Background: an optimization exercise with open tools, aiming at small area, a short achievable clock period and few clock cycles. Do not read the settings as production practice.
The RTL was checked by simulation tests, not by an equivalence proof against the original design.
Power figures rest on the tool's default switching activity, not on a simulated workload.

==> run C <==
==> flow/design.v (excerpt) <==
module mgm_core (
    input  wire         clk,
    input  wire         rst,           
    input  wire         cmd_valid,
    output wire         cmd_ready,
    input  wire [7:0]   cmd_word,
    input  wire [127:0] cmd_data,
    input  wire [255:0] cmd_key,
    output wire         rsp_valid,
    input  wire         rsp_ready,
    output wire [15:0]  rsp_word,
    output wire [127:0] rsp_data,
    output wire         creq_valid,
    input  wire         creq_ready,
    output wire [127:0] creq_data,
    input  wire         crsp_valid,
    input  wire [127:0] crsp_data,
    output wire         ckey_valid,
    output wire [255:0] ckey_data
);
    localparam integer D  = 16;           
    localparam integer M  = 128 / D;      
    localparam integer KO = 1;           
    localparam [2:0] OP_NOP     = 3'd0,
                     OP_SET_KEY = 3'd1,
                     OP_SET_IV  = 3'd2,
                     OP_UPDATE  = 3'd3,
                     OP_ENCRYPT = 3'd4,
                     OP_DECRYPT = 3'd5,
                     OP_DIGEST  = 3'd6;
    localparam [3:0] ST_OK        = 4'd0,
                     ST_ERR_OP    = 4'd1,
                     ST_ERR_LEN   = 4'd2,
                     ST_ERR_NOKEY = 4'd3,
                     ST_ERR_PHASE = 4'd4,
                     ST_ERR_ALIGN = 4'd5;
    localparam [2:0] PH_UNINIT = 3'd0,
                     PH_IVSET  = 3'd1,
                     PH_AD     = 3'd2,
                     PH_ENC    = 3'd3,
                     PH_DEC    = 3'd4,
                     PH_DONE   = 3'd5;
    localparam [2:0] E_IDLE = 3'd0,    
                     E_REQ  = 3'd1,    
                     E_WAIT = 3'd2,    
                     E_HOLD = 3'd3,    
                     E_MULW = 3'd4,    
                     E_PROD = 3'd5;    
    localparam [2:0] K_IVY = 3'd0,     
                     K_IVZ = 3'd1,     
                     K_KS  = 3'd2,     
                     K_H   = 3'd3,     
                     K_TAG = 3'd4;     
    function [127:0] mulx;
        input [127:0] b;
        begin
  ...
==> flow/config.mk <==
export PLATFORM = sky130hd
export DESIGN_NAME = mgm_core
export DESIGN_NICKNAME = mgm_core
export VERILOG_FILES = /design/flow/design.v
export SDC_FILE = /design/flow/constraint.sdc
export NUM_CORES = 4
export LEC_CHECK = 0
export CAP_MARGIN = 20
export CORE_MARGIN = 2
export CORE_UTILIZATION = 50
export SETUP_SLACK_MARGIN = 3.4
export SLEW_MARGIN = 20
export TNS_END_PERCENT = 5
==> flow/constraint.sdc <==
create_clock -name core_clock -period 6.0 [get_ports {clk}]
set_input_delay 1.2000 -clock core_clock [delete_from_list [all_inputs] [get_ports {clk}]]
set_output_delay 1.2000 -clock core_clock [all_outputs]
set_load 0.01 [all_outputs]
run.sh (not shown) runs the stock make flow with config.mk's settings and CLKGATE_MAP_FILE= SYNTH_SCRIPT=/design/flow/synth_recipe.tcl, a recipe that flattens the netlist after the stock synthesis.
==> inputs of run A, as changes to run C <==
--- a/flow/design.v
+++ b/flow/design.v
@@ -151,16 +151,18 @@
     reg [2:0]   phase;
     reg         key_valid;
     reg         err_sticky;
     reg [127:0] Y;
     reg [127:0] Z;
     reg [127:0] sum;
     reg [60:0]  auth_size;      
     reg [60:0]  data_size;
+    reg         ivl;            
+    reg         sz_upd;         
     reg         b_valid;        
     reg         b_pend;         
     reg [2:0]   b_op;
     reg [4:0]   b_len;
     reg [3:0]   b_st;           
     reg         b_req;          
     reg [127:0] b_data;
     reg         cmd_ready_r;
@@ -181,16 +183,18 @@
     reg [127:0] rsp_data_r;
     reg         qv;
     reg [127:0] Hq;
     reg [127:0] Bq;
     reg [127:0] V;
     reg [127:0] blk;
     wire [2:0] c_op  = cmd_word[2:0];
     wire [4:0] c_len = cmd_word[7:3];
+    wire [3:0] c_auth4 = ivl ? 4'd0 : auth_size[3:0];
+    wire [3:0] c_data4 = ivl ? 4'd0 : data_size[3:0];
     reg [3:0] chk_status;
     always @(*) begin
         chk_status = ST_OK;
         if (c_op == 3'd7)
             chk_status = ST_ERR_OP;
         else if (c_op == OP_NOP)
             chk_status = ST_OK;
         else if ((c_op == OP_SET_KEY && c_len != 5'd0) ||
@@ -201,24 +205,31 @@
             chk_status = ST_OK;
         else if (c_op == OP_SET_IV)
             chk_status = key_valid ? ST_OK : ST_ERR_NOKEY;
         else if ((c_op == OP_UPDATE  && !(phase == PH_IVSET || phase == PH_AD)) ||
                  (c_op == OP_ENCRYPT && !(phase == PH_IVSET || phase == PH_AD || phase == PH_ENC)) ||
                  (c_op == OP_DECRYPT && !(phase == PH_IVSET || phase == PH_AD || phase == PH_DEC)) ||
                  (c_op == OP_DIGEST  && !(phase == PH_IVSET || phase == PH_AD || phase == PH_ENC || phase == PH_DEC)))
             chk_status = ST_ERR_PHASE;
-        else if ((c_op == OP_UPDATE && auth_size[3:0] != 4'd0) ||
-                 ((c_op == OP_ENCRYPT || c_op == OP_DECRYPT) && data_size[3:0] != 4'd0))
+        else if ((c_op == OP_UPDATE && c_auth4 != 4'd0) ||
+                 ((c_op == OP_ENCRYPT || c_op == OP_DECRYPT) && c_data4 != 4'd0))
             chk_status = ST_ERR_ALIGN;
     end
     wire c_req = (chk_status == ST_OK) &&
                  ((c_op == OP_SET_IV) || (c_op == OP_DIGEST) ||
                   ((c_op == OP_UPDATE || c_op == OP_ENCRYPT || c_op == OP_DECRYPT) && c_len != 5'd0));
-    wire [127:0] len_mask = prefix_mask(cur_len);
+    reg  [15:0]  lane_en;       
+    wire [127:0] len_mask;
+    genvar gl;
+    generate
+        for (gl = 0; gl < 16; gl = gl + 1) begin : g_lane
+            assign len_mask[8*gl +: 8] = {8{lane_en[gl]}};
+        end
+    endgenerate
     wire [127:0] trailer  = {auth_size, 3'b000, data_size, 3'b000};
     wire         slot_free = !rsp_valid_r;                 
     wire         cur_in_b  = b_valid && !b_pend;      
     wire         cur_dat   = (cur_op == OP_ENCRYPT) || (cur_op == OP_DECRYPT);
     wire         arr       = (ex_state == E_WAIT) && crsp_valid;
     wire         early     = arr && early_ok;
     reg          fin;           
     reg          prod;          
@@ -357,36 +368,36 @@
         end
         if (issue) nstate = E_REQ;
         if (offer) nstate = creq_ready ? E_WAIT : E_REQ;
         if (fin) nstate = E_IDLE;
     end
     wire dispatch = b_pend && (ex_state == E_IDLE || fin);
     wire d_ok     = (b_st == ST_OK);
     wire d_setiv  = dispatch && d_ok && (b_op == OP_SET_IV);
-    reg  ivl;      
     wire d_firsth = (b_op != OP_SET_IV) && (b_op != OP_ENCRYPT);    
     wire mgate_n = !qv || blk_z3;
     reg       nx_same, nx_ok;
     reg [2:0] nxk;
     always @(*) begin
         nx_same = 1'b0; nx_ok = 1'b0; nxk = K_H;
         case (kind)
             K_IVY: begin nx_same = 1'b1; nxk = K_IVZ; nx_ok = 1'b1; end
             K_KS:  if (cur_op == OP_ENCRYPT) begin nx_same = 1'b1; nxk = K_H; nx_ok = mgate_n; end
             K_H:   if (cur_op == OP_DECRYPT) begin nx_same = 1'b1; nxk = K_KS; nx_ok = 1'b1; end
                    else if (cur_op == OP_DIGEST) nx_same = 1'b1;
             default: ;
         endcase
         if (!nx_same) begin
             nxk   = d_firsth ? K_H : K_KS;
-            nx_ok = b_pend && b_req && (b_op != OP_SET_IV) &&
+            nx_ok = b_pend && b_req &&
                     ((kind == K_TAG) || din || !rsp_valid_r) &&
-                    (!d_firsth ? (kind != K_KS)
-                               : ((kind == K_KS || kind == K_TAG) && mgate_n));
+                    ((b_op == OP_SET_IV) ||
+                     (!d_firsth ? (kind != K_KS)
+                                : ((kind == K_KS || kind == K_TAG) && mgate_n)));
         end
     end
     wire early_ok_n = ((ex_state == E_WAIT && !crsp_valid) || (ex_state == E_REQ && creq_ready)) && nx_ok;
     wire [127:0] Y_n = y_ld  ? crsp_data :
                        y_inc ? {Y[127:64], Y[63:0] + 64'd1} : Y;
     wire [127:0] Z_n = ivl     ? b_data :
                        z_ld    ? crsp_data :
                        z_inc   ? {Z[127:64] + 64'd1, Z[63:0]} : Z;
@@ -414,17 +425,17 @@
         case (nb_kind)
             K_IVY:   nb_block = {1'b0, b_data[126:0]};
             K_IVZ:   nb_block = {1'b1, Z_n[126:0]};
             K_KS:    nb_block = Y_n;
             K_H:     nb_block = Z_n;
             default: nb_block = sum;
         endcase
     end
-    wire creq_hold = (creq_valid_r | (crsp_valid & early_ok)) & !creq_ready;
+    wire creq_hold = creq_valid_r & !creq_ready;
     wire accept = cmd_valid && cmd_ready_r;
     wire is_key = (cmd_word == {5'd0, OP_SET_KEY});
     wire req_pend_now = creq_valid_r || (ex_state == E_HOLD) || (ex_state == E_MULW) ||
                         ((ex_state == E_WAIT) &&
                          ((kind == K_IVY) || (kind == K_KS && cur_op == OP_ENCRYPT) ||
                           (kind == K_H && (cur_op == OP_DECRYPT || cur_op == OP_DIGEST))));
     wire req_pend_n = req_pend_now || dispatch || issue || offer || early;
     wire b_free_d   = dispatch && (!b_req || b_op == OP_SET_IV || b_op == OP_DIGEST);
@@ -433,16 +444,17 @@
     assign cmd_ready  = cmd_ready_r;
     assign ckey_valid = cmd_valid && key_rdy;
     assign ckey_data  = cmd_key;
     assign rsp_valid  = rsp_valid_r;
     assign rsp_word   = {2'b00, rsp_word_r};
     assign rsp_data   = rsp_data_r;
     assign creq_valid = creq_valid_r | (crsp_valid & early_ok);    
     assign creq_data  = creq_r;
+    integer li;
     always @(posedge clk) begin
         if (accept) begin
             b_op   <= c_op;
             b_len  <= c_len;
             b_st   <= chk_status;
             b_req  <= c_req;
             b_data <= cmd_data;
         end else if (b_inpl)
@@ -476,31 +488,31 @@
             blk <= blk >> D;
         if (ivl)
             sum <= 128'd0;
         else
             sum <= sum ^ digit_mul(V, blk[D-1:0]);
         if (dispatch) begin
             cur_op     <= b_op;
             cur_len    <= b_len;
+            for (li = 0; li < 16; li = li + 1)
+                lane_en[li] <= (b_len > 5'd15 - li);
             cur_status <= b_st;
             cur_rlen   <= (d_ok && (b_op == OP_ENCRYPT || b_op == OP_DECRYPT || b_op == OP_DIGEST)) ? b_len : 5'd0;
             kind       <= d_kind;
         end else if (issue || offer)
             kind <= nkind;
-        if (dispatch && d_ok) begin
-            case (b_op)
-                OP_SET_IV: begin
-                    auth_size <= 61'd0;
-                    data_size <= 61'd0;
-                end
-                OP_UPDATE:  auth_size <= auth_size + {56'd0, b_len};
-                OP_ENCRYPT, OP_DECRYPT: data_size <= data_size + {56'd0, b_len};
-                default: ;
-            endcase
+        if (ivl) begin
+            auth_size <= 61'd0;
+            data_size <= 61'd0;
+        end else if (sz_upd) begin
+            if (cur_op == OP_UPDATE)
+                auth_size <= {auth_size[60:4] + {56'd0, cur_len[4]}, cur_len[3:0]};
+            else
+                data_size <= {data_size[60:4] + {56'd0, cur_len[4]}, cur_len[3:0]};
         end
         if (rst) begin
             phase        <= PH_UNINIT;
             key_valid    <= 1'b0;
             err_sticky   <= 1'b0;
             b_valid      <= 1'b0;
             b_pend       <= 1'b0;
             cmd_ready_r  <= 1'b0;
@@ -508,16 +520,17 @@
             req_pend_r   <= 1'b0;
             ex_state     <= E_IDLE;
             din          <= 1'b0;
             early_ok     <= 1'b0;
             creq_valid_r <= 1'b0;
             rsp_valid_r  <= 1'b0;
             qv           <= 1'b0;
             ivl          <= 1'b0;
+            sz_upd       <= 1'b0;
         end else begin
             b_valid     <= b_valid_n;
             if (accept)
                 b_pend <= 1'b1;
             else if (dispatch)
                 b_pend <= 1'b0;
             cmd_ready_r <= cmd_ready_n;
             key_rdy     <= cmd_ready_n && is_key;
@@ -543,16 +556,17 @@
                     ex_state <= creq_ready ? E_WAIT : E_REQ;
                 else if (!d_firsth || gate_h)
                     ex_state <= E_REQ;
                 else
                     ex_state <= E_HOLD;
             end else
                 ex_state <= nstate;
             ivl <= d_setiv;
+            sz_upd <= dispatch && d_ok && (b_op == OP_UPDATE || b_op == OP_ENCRYPT || b_op == OP_DECRYPT);
             if (ivl)
                 qv <= 1'b0;
             else if (mload)
                 qv <= 1'b1;
             else if (mstart)
                 qv <= 1'b0;
             if (dispatch) begin
                 if (!d_ok)
==> flow/flow/run.sh (new file) <==
#!/bin/bash
# The standard layout (the standard.sh, all ORFS steps unchanged), except
# that the port buffers inserted at global placement are a plain buffer
# (sky130_fd_sc_hd__buf_2) instead of the weakest buffer of the library,
# which is a delay cell. Every port still gets its buffer.
set -e
export BUFFER_PORTS_ARGS="-buffer_cell sky130_fd_sc_hd__buf_2"
bash standard.sh > standard.log 2>&1
==> flow/standard.sh (new file) <==
#!/bin/bash
# synth_recipe.tcl (not shown) runs the flow's synth.tcl, then flattens the netlist and writes it again
# the make line also repeats each setting of config.mk as NAME=value (left out here)
make -C /OpenROAD-flow-scripts/flow DESIGN_CONFIG=/design/flow/config.mk WORK_HOME=/design/flow/orfs CLKGATE_MAP_FILE= SYNTH_SCRIPT=/design/flow/synth_recipe.tcl "${@:-finish}"
removed: flow/run.sh
==> inputs of run R, as changes to run C <==
--- a/flow/design.v
+++ b/flow/design.v
@@ -373,20 +373,21 @@
             K_IVY: begin nx_same = 1'b1; nxk = K_IVZ; nx_ok = 1'b1; end
             K_KS:  if (cur_op == OP_ENCRYPT) begin nx_same = 1'b1; nxk = K_H; nx_ok = mgate_n; end
             K_H:   if (cur_op == OP_DECRYPT) begin nx_same = 1'b1; nxk = K_KS; nx_ok = 1'b1; end
                    else if (cur_op == OP_DIGEST) nx_same = 1'b1;
             default: ;
         endcase
         if (!nx_same) begin
             nxk   = d_firsth ? K_H : K_KS;
-            nx_ok = b_pend && b_req && (b_op != OP_SET_IV) &&
+            nx_ok = b_pend && b_req &&
                     ((kind == K_TAG) || din || !rsp_valid_r) &&
-                    (!d_firsth ? (kind != K_KS)
-                               : ((kind == K_KS || kind == K_TAG) && mgate_n));
+                    ((b_op == OP_SET_IV) ||
+                     (!d_firsth ? (kind != K_KS)
+                                : ((kind == K_KS || kind == K_TAG) && mgate_n)));
         end
     end
     wire early_ok_n = ((ex_state == E_WAIT && !crsp_valid) || (ex_state == E_REQ && creq_ready)) && nx_ok;
     wire [127:0] Y_n = y_ld  ? crsp_data :
                        y_inc ? {Y[127:64], Y[63:0] + 64'd1} : Y;
     wire [127:0] Z_n = ivl     ? b_data :
                        z_ld    ? crsp_data :
                        z_inc   ? {Z[127:64] + 64'd1, Z[63:0]} : Z;
CAP_MARGIN = 10   (was 20)
CORE_UTILIZATION = 45   (was 50)
SLEW_MARGIN = 10   (was 20)
==> inputs of run P, as changes to run C <==
--- a/flow/design.v
+++ b/flow/design.v
@@ -151,16 +151,18 @@
     reg [2:0]   phase;
     reg         key_valid;
     reg         err_sticky;
     reg [127:0] Y;
     reg [127:0] Z;
     reg [127:0] sum;
     reg [60:0]  auth_size;      
     reg [60:0]  data_size;
+    reg         ivl;            
+    reg         sz_upd;         
     reg         b_valid;        
     reg         b_pend;         
     reg [2:0]   b_op;
     reg [4:0]   b_len;
     reg [3:0]   b_st;           
     reg         b_req;          
     reg [127:0] b_data;
     reg         cmd_ready_r;
@@ -181,16 +183,18 @@
     reg [127:0] rsp_data_r;
     reg         qv;
     reg [127:0] Hq;
     reg [127:0] Bq;
     reg [127:0] V;
     reg [127:0] blk;
     wire [2:0] c_op  = cmd_word[2:0];
     wire [4:0] c_len = cmd_word[7:3];
+    wire [3:0] c_auth4 = ivl ? 4'd0 : auth_size[3:0];
+    wire [3:0] c_data4 = ivl ? 4'd0 : data_size[3:0];
     reg [3:0] chk_status;
     always @(*) begin
         chk_status = ST_OK;
         if (c_op == 3'd7)
             chk_status = ST_ERR_OP;
         else if (c_op == OP_NOP)
             chk_status = ST_OK;
         else if ((c_op == OP_SET_KEY && c_len != 5'd0) ||
@@ -201,24 +205,31 @@
             chk_status = ST_OK;
         else if (c_op == OP_SET_IV)
             chk_status = key_valid ? ST_OK : ST_ERR_NOKEY;
         else if ((c_op == OP_UPDATE  && !(phase == PH_IVSET || phase == PH_AD)) ||
                  (c_op == OP_ENCRYPT && !(phase == PH_IVSET || phase == PH_AD || phase == PH_ENC)) ||
                  (c_op == OP_DECRYPT && !(phase == PH_IVSET || phase == PH_AD || phase == PH_DEC)) ||
                  (c_op == OP_DIGEST  && !(phase == PH_IVSET || phase == PH_AD || phase == PH_ENC || phase == PH_DEC)))
             chk_status = ST_ERR_PHASE;
-        else if ((c_op == OP_UPDATE && auth_size[3:0] != 4'd0) ||
-                 ((c_op == OP_ENCRYPT || c_op == OP_DECRYPT) && data_size[3:0] != 4'd0))
+        else if ((c_op == OP_UPDATE && c_auth4 != 4'd0) ||
+                 ((c_op == OP_ENCRYPT || c_op == OP_DECRYPT) && c_data4 != 4'd0))
             chk_status = ST_ERR_ALIGN;
     end
     wire c_req = (chk_status == ST_OK) &&
                  ((c_op == OP_SET_IV) || (c_op == OP_DIGEST) ||
                   ((c_op == OP_UPDATE || c_op == OP_ENCRYPT || c_op == OP_DECRYPT) && c_len != 5'd0));
-    wire [127:0] len_mask = prefix_mask(cur_len);
+    reg  [15:0]  lane_en;       
+    wire [127:0] len_mask;
+    genvar gl;
+    generate
+        for (gl = 0; gl < 16; gl = gl + 1) begin : g_lane
+            assign len_mask[8*gl +: 8] = {8{lane_en[gl]}};
+        end
+    endgenerate
     wire [127:0] trailer  = {auth_size, 3'b000, data_size, 3'b000};
     wire         slot_free = !rsp_valid_r;                 
     wire         cur_in_b  = b_valid && !b_pend;      
     wire         cur_dat   = (cur_op == OP_ENCRYPT) || (cur_op == OP_DECRYPT);
     wire         arr       = (ex_state == E_WAIT) && crsp_valid;
     wire         early     = arr && early_ok;
     reg          fin;           
     reg          prod;          
@@ -357,36 +368,36 @@
         end
         if (issue) nstate = E_REQ;
         if (offer) nstate = creq_ready ? E_WAIT : E_REQ;
         if (fin) nstate = E_IDLE;
     end
     wire dispatch = b_pend && (ex_state == E_IDLE || fin);
     wire d_ok     = (b_st == ST_OK);
     wire d_setiv  = dispatch && d_ok && (b_op == OP_SET_IV);
-    reg  ivl;      
     wire d_firsth = (b_op != OP_SET_IV) && (b_op != OP_ENCRYPT);    
     wire mgate_n = !qv || blk_z3;
     reg       nx_same, nx_ok;
     reg [2:0] nxk;
     always @(*) begin
         nx_same = 1'b0; nx_ok = 1'b0; nxk = K_H;
         case (kind)
             K_IVY: begin nx_same = 1'b1; nxk = K_IVZ; nx_ok = 1'b1; end
             K_KS:  if (cur_op == OP_ENCRYPT) begin nx_same = 1'b1; nxk = K_H; nx_ok = mgate_n; end
             K_H:   if (cur_op == OP_DECRYPT) begin nx_same = 1'b1; nxk = K_KS; nx_ok = 1'b1; end
                    else if (cur_op == OP_DIGEST) nx_same = 1'b1;
             default: ;
         endcase
         if (!nx_same) begin
             nxk   = d_firsth ? K_H : K_KS;
-            nx_ok = b_pend && b_req && (b_op != OP_SET_IV) &&
+            nx_ok = b_pend && b_req &&
                     ((kind == K_TAG) || din || !rsp_valid_r) &&
-                    (!d_firsth ? (kind != K_KS)
-                               : ((kind == K_KS || kind == K_TAG) && mgate_n));
+                    ((b_op == OP_SET_IV) ||
+                     (!d_firsth ? (kind != K_KS)
+                                : ((kind == K_KS || kind == K_TAG) && mgate_n)));
         end
     end
     wire early_ok_n = ((ex_state == E_WAIT && !crsp_valid) || (ex_state == E_REQ && creq_ready)) && nx_ok;
     wire [127:0] Y_n = y_ld  ? crsp_data :
                        y_inc ? {Y[127:64], Y[63:0] + 64'd1} : Y;
     wire [127:0] Z_n = ivl     ? b_data :
                        z_ld    ? crsp_data :
                        z_inc   ? {Z[127:64] + 64'd1, Z[63:0]} : Z;
@@ -414,17 +425,17 @@
         case (nb_kind)
             K_IVY:   nb_block = {1'b0, b_data[126:0]};
             K_IVZ:   nb_block = {1'b1, Z_n[126:0]};
             K_KS:    nb_block = Y_n;
             K_H:     nb_block = Z_n;
             default: nb_block = sum;
         endcase
     end
-    wire creq_hold = (creq_valid_r | (crsp_valid & early_ok)) & !creq_ready;
+    wire creq_hold = creq_valid_r & !creq_ready;
     wire accept = cmd_valid && cmd_ready_r;
     wire is_key = (cmd_word == {5'd0, OP_SET_KEY});
     wire req_pend_now = creq_valid_r || (ex_state == E_HOLD) || (ex_state == E_MULW) ||
                         ((ex_state == E_WAIT) &&
                          ((kind == K_IVY) || (kind == K_KS && cur_op == OP_ENCRYPT) ||
                           (kind == K_H && (cur_op == OP_DECRYPT || cur_op == OP_DIGEST))));
     wire req_pend_n = req_pend_now || dispatch || issue || offer || early;
     wire b_free_d   = dispatch && (!b_req || b_op == OP_SET_IV || b_op == OP_DIGEST);
@@ -433,16 +444,17 @@
     assign cmd_ready  = cmd_ready_r;
     assign ckey_valid = cmd_valid && key_rdy;
     assign ckey_data  = cmd_key;
     assign rsp_valid  = rsp_valid_r;
     assign rsp_word   = {2'b00, rsp_word_r};
     assign rsp_data   = rsp_data_r;
     assign creq_valid = creq_valid_r | (crsp_valid & early_ok);    
     assign creq_data  = creq_r;
+    integer li;
     always @(posedge clk) begin
         if (accept) begin
             b_op   <= c_op;
             b_len  <= c_len;
             b_st   <= chk_status;
             b_req  <= c_req;
             b_data <= cmd_data;
         end else if (b_inpl)
@@ -476,31 +488,31 @@
             blk <= blk >> D;
         if (ivl)
             sum <= 128'd0;
         else
             sum <= sum ^ digit_mul(V, blk[D-1:0]);
         if (dispatch) begin
             cur_op     <= b_op;
             cur_len    <= b_len;
+            for (li = 0; li < 16; li = li + 1)
+                lane_en[li] <= (b_len > 5'd15 - li);
             cur_status <= b_st;
             cur_rlen   <= (d_ok && (b_op == OP_ENCRYPT || b_op == OP_DECRYPT || b_op == OP_DIGEST)) ? b_len : 5'd0;
             kind       <= d_kind;
         end else if (issue || offer)
             kind <= nkind;
-        if (dispatch && d_ok) begin
-            case (b_op)
-                OP_SET_IV: begin
-                    auth_size <= 61'd0;
-                    data_size <= 61'd0;
-                end
-                OP_UPDATE:  auth_size <= auth_size + {56'd0, b_len};
-                OP_ENCRYPT, OP_DECRYPT: data_size <= data_size + {56'd0, b_len};
-                default: ;
-            endcase
+        if (ivl) begin
+            auth_size <= 61'd0;
+            data_size <= 61'd0;
+        end else if (sz_upd) begin
+            if (cur_op == OP_UPDATE)
+                auth_size <= {auth_size[60:4] + {56'd0, cur_len[4]}, cur_len[3:0]};
+            else
+                data_size <= {data_size[60:4] + {56'd0, cur_len[4]}, cur_len[3:0]};
         end
         if (rst) begin
             phase        <= PH_UNINIT;
             key_valid    <= 1'b0;
             err_sticky   <= 1'b0;
             b_valid      <= 1'b0;
             b_pend       <= 1'b0;
             cmd_ready_r  <= 1'b0;
@@ -508,16 +520,17 @@
             req_pend_r   <= 1'b0;
             ex_state     <= E_IDLE;
             din          <= 1'b0;
             early_ok     <= 1'b0;
             creq_valid_r <= 1'b0;
             rsp_valid_r  <= 1'b0;
             qv           <= 1'b0;
             ivl          <= 1'b0;
+            sz_upd       <= 1'b0;
         end else begin
             b_valid     <= b_valid_n;
             if (accept)
                 b_pend <= 1'b1;
             else if (dispatch)
                 b_pend <= 1'b0;
             cmd_ready_r <= cmd_ready_n;
             key_rdy     <= cmd_ready_n && is_key;
@@ -543,16 +556,17 @@
                     ex_state <= creq_ready ? E_WAIT : E_REQ;
                 else if (!d_firsth || gate_h)
                     ex_state <= E_REQ;
                 else
                     ex_state <= E_HOLD;
             end else
                 ex_state <= nstate;
             ivl <= d_setiv;
+            sz_upd <= dispatch && d_ok && (b_op == OP_UPDATE || b_op == OP_ENCRYPT || b_op == OP_DECRYPT);
             if (ivl)
                 qv <= 1'b0;
             else if (mload)
                 qv <= 1'b1;
             else if (mstart)
                 qv <= 1'b0;
             if (dispatch) begin
                 if (!d_ok)
==> flow/flow/run.sh (new file) <==
#!/bin/bash
# The standard layout (the standard.sh, all ORFS steps unchanged), except
# that the port buffers inserted at global placement are a plain buffer
# (sky130_fd_sc_hd__buf_2) instead of the weakest buffer of the library,
# which is a delay cell. Every port still gets its buffer.
set -e
export BUFFER_PORTS_ARGS="-buffer_cell sky130_fd_sc_hd__buf_2"
bash standard.sh > standard.log 2>&1
==> flow/standard.sh (new file) <==
#!/bin/bash
# synth_recipe.tcl (not shown) runs the flow's synth.tcl, then flattens the netlist and writes it again
# the make line also repeats each setting of config.mk as NAME=value (left out here)
make -C /OpenROAD-flow-scripts/flow DESIGN_CONFIG=/design/flow/config.mk WORK_HOME=/design/flow/orfs CLKGATE_MAP_FILE= SYNTH_SCRIPT=/design/flow/synth_recipe.tcl "${@:-finish}"
SETUP_SLACK_MARGIN = 3.6   (was 3.4)
removed: flow/run.sh
==> results.txt <==
Between run R and run A, the lower cell area is in run A (gap about 3%, measured against run A).
Worst setup slack: run R < run P < run A < run C.
Of run A and run P, run A has the higher combinational power (gap about 32%, measured against run P).
In run R the count of clock-buffer cells in the layout is lower than in run C, by 8.
Run C ran to the end with no violations. Run A passed the timing, DRC and antenna checks. Run R finished with timing, DRC and antenna clean. Run P went through all stages and came out clean.
Testbench counts of run C, summed over its fixed seeds: cycles 32,804.
Testbench counts of run A, summed over its fixed seeds: cycles 32,642.
Testbench counts of run R, summed over its fixed seeds: cycles 32,642.
Testbench counts of run P, summed over its fixed seeds: cycles 32,642.

==> port drivers added, routing unchanged <==
Ports are ideal in the flow. The routed layouts listed here were re-timed in OpenROAD. Step 1 sets driving cells, clkbuf_16 on the clock port and buf_2 on the other inputs (assumed; they add their load-dependent delay and slew). Step 2 moves the port delays by t, midway between the first and last clock arrival at a register: inputs arrive t later, outputs are due t later. That takes back most of the time a late clock gives input paths. Slacks: no drivers / after step 1 / after step 2; pairs: no drivers / after step 1.
run	t, ns	setup slack, ns	latest minus earliest clock arrival (ns)	worst data-port slew with drivers (ns)
run C	0.927	2.941 / 2.901 / 2.080	0.086 / 0.086	0.21
run A	0.928	2.873 / 2.746 / 1.873	0.068 / 0.068	0.20
run R	0.935	2.733 / 2.733 / 2.064	0.040 / 0.040	0.35
run P	0.923	2.855 / 2.733 / 1.896	0.062 / 0.062	0.19
After both steps every run listed still meets setup and hold. For run A, which loses most, drivers alone change the setup slack by -0.127 ns; drivers and shift together by -1.000 ns.
